Source: an optimization exercise on an open RTL-to-GDS flow (aim: small area). Production flows keep margins and buffers that such runs may drop. Power figures rest on the tool's default switching activity, not on a simulated workload.

// pocsag_rx
module pocsag_rx (
    input  wire        clk,
    input  wire        rst,         
    input  wire [15:0] thresh,      
    input  wire        parity_en,   
    input  wire        in_valid,
    input  wire        in_bit,
    output wire        out_valid,
    output wire [1:0]  out_kind,
    output wire [22:0] out_data
);
    localparam [31:0] SYNC_CW = 32'h7CD215D8;
    localparam [31:0] IDLE_CW = 32'h7A89C197;
    function [9:0] xpow;
        input integer e;
        integer i;
        reg [9:0] r;
        begin
            r = 10'd1;
            for (i = 0; i < e; i = i + 1)
                r = r[9] ? ({r[8:0], 1'b0} ^ 10'h369) : {r[8:0], 1'b0};
            xpow = r;
        end
    endfunction
    reg  [30:0] win;        
    reg  [8:0]  cnt;        
    reg         in_batch;
    reg  [9:0]  lf;         
    reg         par;        
    reg  [21:0] stg;        
    wire [31:0] wn = {win, in_bit};
    reg  [5:0]  match_cnt;
    integer j;
    always @* begin
        match_cnt = 6'd0;
        for (j = 0; j < 32; j = j + 1)
            match_cnt = match_cnt + {5'd0, ~(wn[j] ^ SYNC_CW[j])};
    end
    wire window_full = (cnt[4:0] == 5'd31);
    wire qualifies   = window_full && ({match_cnt, 10'd0} >= thresh);
    wire cw_end      = in_valid && in_batch && window_full;
    wire batch_done  = cw_end && (cnt[8:5] == 4'd15);
    wire cw_start    = (cnt[4:0] == 5'd0);
  ...
Size in the first run: about 960 cells after synthesis, ~430 flip-flops, about 47 I/O pins, ~0.013 sq mm of cells after synthesis.
clock: 10.0 ns
lec_check: 0
cap_margin: 20
core_margin: 2
core_utilization: 40
place_density: 0.6
slew_margin: 20
standard.sh (not shown) runs the stock make flow with config.mk's settings and CLKGATE_MAP_FILE= SYNTH_SCRIPT=/design/flow/synth_recipe.tcl, a recipe that flattens the netlist after the stock synthesis.
==> flow/flow/run.sh <==
#!/bin/bash
set -euo pipefail
export CTS_ARGS="-sink_clustering_enable -repair_clock_nets -dont_use_dummy_load -root_buf sky130_fd_sc_hd__clkbuf_16 -buf_list {sky130_fd_sc_hd__clkbuf_4 sky130_fd_sc_hd__clkbuf_8} -sink_clustering_buffer sky130_fd_sc_hd__clkbuf_4 -sink_clustering_size 10 -sink_clustering_max_diameter 35"
export BUFFER_PORTS_ARGS="-buffer_cell sky130_fd_sc_hd__buf_1"
bash standard.sh > standard.log 2>&1
The first run passed the timing, DRC and antenna checks.
Rerun with:
==> flow/flow/run.sh (replaced) <==
#!/bin/bash
set -euo pipefail
export CTS_ARGS="-sink_clustering_enable -repair_clock_nets -dont_use_dummy_load -root_buf sky130_fd_sc_hd__clkbuf_16 -buf_list {sky130_fd_sc_hd__clkbuf_4 sky130_fd_sc_hd__clkbuf_8} -sink_clustering_buffer sky130_fd_sc_hd__clkbuf_4 -sink_clustering_size 12 -sink_clustering_max_diameter 40"
export BUFFER_PORTS_ARGS="-buffer_cell sky130_fd_sc_hd__buf_1"
bash standard.sh > standard.log 2>&1
First-iteration DRC count went up by about 7%.
Combinational power is about the same.
Total power decreases by about 1.4%.
Rerun with:
--- a/flow/flow/run.sh
+++ b/flow/flow/run.sh
@@ -1,0 +2,6 @@
+# The standard layout (standard.sh) with three changes to how it is made:
+#  - synthesis maps logic with an area-oriented ABC script (flow/abc_speed.script),
+#    run from a private copy of the ORFS scripts; registers are mapped as usual;
+#  - clock tree: no dummy loads, clkbuf_4 sink clusters under a clkbuf_16 root;
+#  - the port buffers are buf_1.
+# Each tool's output goes to standard.log and ORFS's own logs under orfs/logs.
@@ -2,0 +9,4 @@
+here=$(pwd)
+rm -rf "$here/scripts"
+cp -r "$FLOW_HOME/scripts" "$here/scripts"
+cp "$here/flow/abc_speed.script" "$here/scripts/abc_speed.script"
@@ -5 +15 @@
-bash standard.sh > standard.log 2>&1
+bash standard.sh SCRIPTS_DIR="$here/scripts" finish > standard.log 2>&1
==> flow/flow/abc_speed.script (new file) <==
strash
dc2
dch
amap
topo
dnsize -c
After rerunning:
- The changed run ran to the end with no violations
- global-route usage fell by 0.44 points
- utilization hardly moves
- hold slack barely changes
- power is lower slightly
- worst setup slack gets worse by 0.27 ns
- routed wire length is lower by a few percent
- clock-buffer cell count falls by 4
- sequential share of layout area came out higher by 2.3 points
Rerun with:
==> flow/flow/run.sh (replaced) <==
#!/bin/bash
set -euo pipefail
export CTS_ARGS="-sink_clustering_enable -repair_clock_nets -dont_use_dummy_load -root_buf sky130_fd_sc_hd__clkbuf_16 -buf_list {sky130_fd_sc_hd__clkbuf_4 sky130_fd_sc_hd__clkbuf_8} -sink_clustering_buffer sky130_fd_sc_hd__clkbuf_8 -sink_clustering_size 20 -sink_clustering_max_diameter 50"
export BUFFER_PORTS_ARGS="-buffer_cell sky130_fd_sc_hd__buf_1"
bash standard.sh > standard.log 2>&1
removed: flow/flow/abc_speed.script
The new run completed without violations.
Combinational power increases by a few percent.
Setup slack improved by 0.24 ns.
Cell area is higher by a few percent.
Routed wire length is higher by a few percent.
Sequential cell count stays the same.
Maximum frequency increases by a few percent.
Rerun with:
==> flow/run.sh (new file) <==
#!/bin/bash
# synth_recipe.tcl (not shown) runs the flow's synth.tcl, then flattens the netlist and writes it again
# the make line also repeats each setting of config.mk as NAME=value (left out here)
make -C /OpenROAD-flow-scripts/flow DESIGN_CONFIG=/design/flow/config.mk WORK_HOME=/design/flow/orfs CLKGATE_MAP_FILE= SYNTH_SCRIPT=/design/flow/synth_recipe.tcl finish
- CTS_BUF_LIST: unset -> sky130_fd_sc_hd__clkbuf_4
removed: flow/flow/run.sh
removed: flow/standard.sh
What happened: Setup slack is worse by 0.061 ns. Design area increases by 7.6%. Synthesized area is unchanged. Synthesized cell count is unchanged. Via count increases by 6.8%. Count of clock-buffer cells in the layout increases by 121.
Function was not checked in any run of this note: the RTL went through the layout flow alone.

## re-timing with driven ports
The results above use ideal ports. As a check the final layouts listed here were re-extracted and re-timed, cells and wires unchanged.
Step 1: set_driving_cell puts a clkbuf_16 on clk and a buf_2 on each other input, an assumption about the parent block.
Step 2 moves the port delays by t, midway between the first and last clock arrival at a register: inputs arrive t later, outputs are due t later. That takes back most of the time a late clock gives input paths.
a / b / c = no drivers / after step 1 / after step 2; a / b = the first two.
run | t, ns | slack for setup (ns) | worst slew at a driven data input, ns
the first run | 0.533 | 3.467 / 3.494 / 2.961 | 0.03
the second run | 0.537 | 3.465 / 3.494 / 2.956 | 0.03
the third run | 0.526 | 3.192 / 3.223 / 2.697 | 0.04
the fourth run | 0.513 | 3.429 / 3.456 / 2.943 | 0.03
the fifth run | 0.766 | 3.368 / 3.389 / 2.623 | 0.04
After both steps setup and hold are still met in every run listed. For the fifth run, which loses most, drivers alone change the setup slack by +0.021 ns; drivers and shift together by -0.745 ns.
